Context: an optimization exercise on an open-source flow, tuned for small area, a short achievable clock period and few clock cycles per item. The choices shown serve that exercise and are no tape-out recipe. Where RTL was checked, it was by simulation tests only, not by an equivalence proof against the original. Power and IR drop assume default switching activity.

==> flow/design.v (excerpt) <==
module qrle (
    input  wire        clk,
    input  wire        rst,
    input  wire        in_valid,
    output wire        in_ready,
    input  wire [31:0] in_x,
    input  wire [31:0] in_delta,
    input  wire        in_last,
    output wire        out_valid,
    input  wire        out_ready,
    output wire [7:0]  out_data,
    output wire        out_last
);
For scale: ~1400 cells after synthesis, about 160 flip-flops, about 80 I/O pins.
==> flow/config.mk <==
export PLATFORM = sky130hd
export DESIGN_NAME = qrle
export DESIGN_NICKNAME = qrle
export VERILOG_FILES = /design/flow/design.v
export SDC_FILE = /design/flow/constraint.sdc
export NUM_CORES = 4
export LEC_CHECK = 0
export CAP_MARGIN = 20
export CORE_MARGIN = 2
export CORE_UTILIZATION = 40
export SLEW_MARGIN = 20
==> flow/constraint.sdc <==
create_clock -name core_clock -period 16.0 [get_ports {clk}]
set_input_delay 3.2000 -clock core_clock [delete_from_list [all_inputs] [get_ports {clk}]]
set_output_delay 3.2000 -clock core_clock [all_outputs]
set_load 0.01 [all_outputs]
standard.sh (not shown) runs the stock make flow with config.mk's settings and CLKGATE_MAP_FILE= SYNTH_SCRIPT=/design/flow/synth_recipe.tcl, a recipe that flattens the netlist after the stock synthesis.
==> flow/flow/run.sh <==
#!/bin/bash
# The standard layout (standard.sh), with plain buffers on the ports in place
# of the delay cells that buffer_ports picks by default.  The make output goes
# to flow_make.log; each ORFS step keeps its own log under orfs/logs/.
set -euo pipefail
export BUFFER_PORTS_ARGS="-buffer_cell sky130_fd_sc_hd__buf_2"
bash standard.sh > flow_make.log 2>&1
Rerun with:
==> flow/run.sh (new file) <==
#!/bin/bash
# synth_recipe.tcl (not shown) runs the flow's synth.tcl, then flattens the netlist and writes it again
# the make line also repeats each setting of config.mk as NAME=value (left out here)
make -C /OpenROAD-flow-scripts/flow DESIGN_CONFIG=/design/flow/config.mk WORK_HOME=/design/flow/orfs CLKGATE_MAP_FILE= SYNTH_SCRIPT=/design/flow/synth_recipe.tcl finish
- CTS_BUF_LIST: not set -> sky130_fd_sc_hd__clkbuf_8
removed: flow/flow/run.sh
removed: flow/standard.sh
Result: Worst hold slack gets better by 0.010 ns. Final area rose slightly. Wire length rose slightly. Worst setup slack gets worse by 0.25 ns. Via count rose slightly. Total power fell by a few percent. Register-to-register slack gets worse by 0.02 ns.
No functional check of the RTL was part of any run of this note.

---

Setup of sierra:
qrle, a different RTL version from the one above (not shown whole).
For scale: roughly 1400 cells after synthesis, roughly 80 I/O pins.
Settings: LEC_CHECK=0, CAP_MARGIN=20, CORE_MARGIN=2, CORE_UTILIZATION=40, CTS_BUF_LIST=sky130_fd_sc_hd__clkbuf_8, SLEW_MARGIN=20; clock period 16.0 ns.
==> flow/flow/run.sh <==
#!/bin/bash
# The standard layout (standard.sh), with plain buffers on the ports in place
# of the delay cells that buffer_ports picks by default.  The make output goes
# to flow_make.log; each ORFS step keeps its own log under orfs/logs/.
set -euo pipefail
export BUFFER_PORTS_ARGS="-buffer_cell sky130_fd_sc_hd__buf_2"
bash standard.sh > flow_make.log 2>&1
Having completed the whole flow, sierra delivered a layout that passed the timing, design-rule and antenna checks.
Testbench counts of sierra, summed over its fixed seeds: cycles 23,128, samples 7,072.
[inputs] cedar vs sierra
==> flow/run.sh (new file) <==
#!/bin/bash
# synth_recipe.tcl (not shown) runs the flow's synth.tcl, then flattens the netlist and writes it again
# the make line also repeats each setting of config.mk as NAME=value (left out here)
make -C /OpenROAD-flow-scripts/flow DESIGN_CONFIG=/design/flow/config.mk WORK_HOME=/design/flow/orfs CLKGATE_MAP_FILE= SYNTH_SCRIPT=/design/flow/synth_recipe.tcl finish
removed: flow/flow/run.sh
removed: flow/standard.sh
Results
- When cedar is measured against sierra, its share of the final layout cell area in multi-input gates turns out 1.3 points lower.
- Est. power | cedar vs sierra | cedar lower
- Power density of the placed cells: cedar vs sierra down about 3%
- On count of clock-buffer cells in the layout: between sierra and cedar, it ends up higher for cedar.
- Looking at final wirelength, cedar sits 590 um higher than sierra does.
- sierra has a lower post-place instance area than cedar.
- Time the final worst path needs with I/O delays and setup for cedar: 0.51 ns up relative to sierra
- On register-to-register slack, the higher figure sits with sierra, not cedar.
- Summary of cedar over sierra: fraction of met3 tracks used by global routing went down, highest attainable clock frequency went down.

==> separate check: timing with driven ports <==
The flow's constraints put no driver on any port. The routed layouts listed below were extracted and timed again, unchanged, in two steps. Step 1: set_driving_cell puts a clkbuf_16 on clk and a buf_2 on each other input, an assumption about the parent block. Step 2 times the ports against the registers' clock, not the clock port: input delays grow and output delays shrink by t, the midpoint of the rising clock arrivals with the driver on. Slacks: ideal ports / drivers / drivers and shift; pairs: ideal ports / drivers.
| run | t (ns) | setup slack, ns | clock arrival spread, ns |
|---|---|---|---|
| the first run of note 1 | 0.473 | 10.588 / 10.612 / 10.139 | 0.012 / 0.012 |
| the second run of note 1 | 0.519 | 10.341 / 10.364 / 9.845 | 0.017 / 0.018 |
| sierra | 0.532 | 10.708 / 10.735 / 10.203 | 0.024 / 0.024 |
| cedar | 0.535 | 10.202 / 10.226 / 9.691 | 0.023 / 0.024 |
After both steps setup and hold are still met in every run listed. For cedar, which loses most, drivers alone change the setup slack by +0.024 ns; drivers and shift together by -0.511 ns.
